This is an optimization exercise on Yosys and OpenROAD, whose aim is small area, a short achievable clock period and few clock cycles, not a production implementation. Power and IR drop assume default switching activity.

Design sfla, start of the top module:
module sfla (
    input  wire       clk,
    input  wire       rst,         
    input  wire       cmd_valid,
    output wire       cmd_ready,
    input  wire [7:0] cmd_data,
    input  wire       cmd_last,
    output wire       rsp_valid,
    input  wire       rsp_ready,
    output wire [7:0] rsp_data,
    output wire       rsp_last
);
    localparam [2:0] ST_OK = 3'd0, ST_INVALID_BANK = 3'd1, ST_UNSUP_BANK = 3'd2,
                     ST_UNKNOWN_NAME = 3'd3, ST_NULL_INPUT = 3'd4,
                     ST_MASK_SHORT = 3'd5, ST_NO_FILTER = 3'd6, ST_ILLEGAL = 3'd7;
    localparam [2:0] T_STATUS = 3'd0, T_MATCH = 3'd1, T_FREAD = 3'd2, T_AREAD = 3'd3,
                     T_APPLY = 3'd4, T_LFMT = 3'd5, T_UNK = 3'd6;
    localparam QD = 6;             
    localparam QB = 3;             
    integer i;
    function [7:0] pchar(input [2:0] s, input [2:0] q);
        reg [8*7-1:0] t;
        begin
            case (s)
                3'd0: t = "KILL_  ";
                3'd1: t = "ACCESS_";
                3'd2: t = "EPC_   ";
                3'd3: t = "TID_   ";
                3'd4: t = "USER_  ";
  ...
For scale: about 4100 cells after synthesis, about 1400 flip-flops, roughly 51000 um2 of cells after synthesis.
Settings: LEC_CHECK=0, CAP_MARGIN=20, CORE_MARGIN=2, CORE_UTILIZATION=50, CTS_CLUSTER_DIAMETER=70, CTS_CLUSTER_SIZE=25, SLEW_MARGIN=20; clock period 10.0 ns.
standard.sh (not shown) runs the stock make flow with config.mk's settings and CLKGATE_MAP_FILE= SYNTH_SCRIPT=/design/flow/synth_recipe.tcl, a recipe that flattens the netlist after the stock synthesis.
==> flow/flow/run.sh <==
#!/bin/bash
# Standard ORFS layout, with repair_timing aiming well past the clock period
# (a larger setup slack margin); the clock and constraints are unchanged.
set -euo pipefail
bash standard.sh SETUP_SLACK_MARGIN=6.5 finish > orfs_make.log 2>&1
Edit:
--- a/flow/design.v
+++ b/flow/design.v
@@ -220,21 +220,21 @@
     wire is_fread  = p0 ? in_fread  : o_fread;
     wire is_match  = p0 ? in_match  : o_match;
     wire is_lclr   = p0 ? in_lclr   : o_lclr;
     wire is_lacc   = p0 ? in_lacc   : o_lacc;
     wire is_lget   = p0 ? in_lget   : o_lget;
     wire is_lparse = p0 ? in_lparse : o_lparse;
     wire is_lfmt   = p0 ? in_lfmt   : o_lfmt;
     wire f_bank_epc = (fmh[0][1:0] == 2'd1);
     wire f_inv      = fmh[0][2];
     wire        fread_act = cm && c_fr;
-    wire        sel_fa    = fread_act || o_fload || restoring;
+    reg         sel_fa;
     wire        e_epc     = in_v && o_match && ple62;
     wire [4:0]  midx_sel  = (hv == 2'd2) ? midx : (hv == 2'd0) ? d_U0[4:0] : d_U0p1;
     wire [5:0]  paddr     = sel_fa ? fa : {1'b1, midx_sel};
     wire [7:0]  port      = paddr[5] ? fmm[paddr[4:0]] : fmh[paddr[2:0]];
     wire fl_ok_cur = p1 ? in_flok : fl_ok;
     wire rn_fl = o_fload && ple39 && fl_ok_cur;
     wire rn_lp = o_lparse && ple84 && !in_comma && !perr;
     wire ring_need = in_v && !written && (rn_fl || rn_lp);
     wire ring_ok   = rs_any || slot_hit;
     wire rw        = ring_need && ring_ok;
@@ -413,20 +413,26 @@
                     ({8{c_uk}} & ring_tap);
     wire       nl = c_mt | (c_fr & (ci[5:0] == f_rl)) | (c_ar & ci[2]) |
                     (c_lf & fmt_end) | (c_uk & (ci == tl));
     wire [3:0] hq = qq[qr];
     wire [2:0] ht = !hq[3] ? T_STATUS : (hq[2:0] == 3'd7) ? T_MATCH : hq[2:0];
     wire [2:0] hd = !hq[3] ? hq[2:0] : {2'b00, hq[2:0] == 3'd7};
     wire       unk_wait = c_uk && ph != rsl;
     wire       pop = load && !cm && q_any;
     wire       adv = load && cm && !unk_wait;
     wire       do_apply = pop && ht == T_APPLY;
+    wire nx_o_fload   = consume ? (!in_l && (p0 ? in_fload : o_fload)) : o_fload;
+    wire nx_restoring = (commit && fl_fail_restore) ||
+                        (restoring && !(ph == rsl && anext(ra) == fa));
+    wire nx_fread_act = (pop && ht == T_FREAD) || (fread_act && !(adv && nl));
+    always @(posedge clk)
+        sel_fa <= !rs && ((!rst && nx_fread_act) || nx_o_fload || nx_restoring);
     wire [31:0] fP = {fmh[1], fmh[2], fmh[3], fmh[4]};
     wire [15:0] fN = {fmh[5], fmh[6]};
     wire [11:0] du  = 12'd32 - {1'b0, fP[10:0]};
     wire [12:0] dv  = {4'd0, fN[8:0]} + {2'd0, fP[10:0]} - 13'd32;
     wire [9:0]  nU0 = (|fP[31:11]) ? 10'h300 : {{1{du[11]}}, du[11:3]};
     wire [9:0]  nV0 = ((|fP[31:11]) || (|fN[15:9])) ? 10'd511 : dv[12:3];
     always @(posedge clk) begin
         d_U0   <= nU0;
         d_U0p1 <= nU0[4:0] + 5'd1;
         d_ur   <= du[2:0];
Result: Sequential cell count rose by 2; critical path depth rose by 3; cell area fell by 0.79%; worst setup slack degrades by 16 ps; sequential power is about the same; global-route usage fell by 0.75 points; combinational power fell by about 8%; synthesized area is about the same; sequential share of layout area rose by 0.58 points.
No functional check of the RTL was part of any run of this note.

==> static timing again, ports no longer ideal <==
How much do the figures lean on ideal ports? The routed layouts below were timed once more, with nothing changed but the port constraints. Step 1, drivers: a clkbuf_16 drives clk and a buf_2 each remaining input, both assumed. Step 2 times the ports against the registers' clock, not the clock port: input delays grow and output delays shrink by t, the midpoint of the rising clock arrivals with the driver on. Slacks: ideal / step 1 / step 2; pairs: ideal / step 1.
run | t (ns) | setup WS [ns] | hold slack, ns | worst setup path at the end | worst slew at a driven data input, ns
the first run | 0.736 | 6.360 / 6.385 / 5.661 | 0.308 / 0.308 / 0.308 | input to register | 0.11
the second run | 0.752 | 6.344 / 6.344 / 5.635 | 0.296 / 0.296 / 0.296 | input to register | 0.09
After both steps setup and hold are still met in every run listed. The setup slack of the second run, which loses most, moves by 0.000 ns with the drivers and by -0.709 ns with both steps.
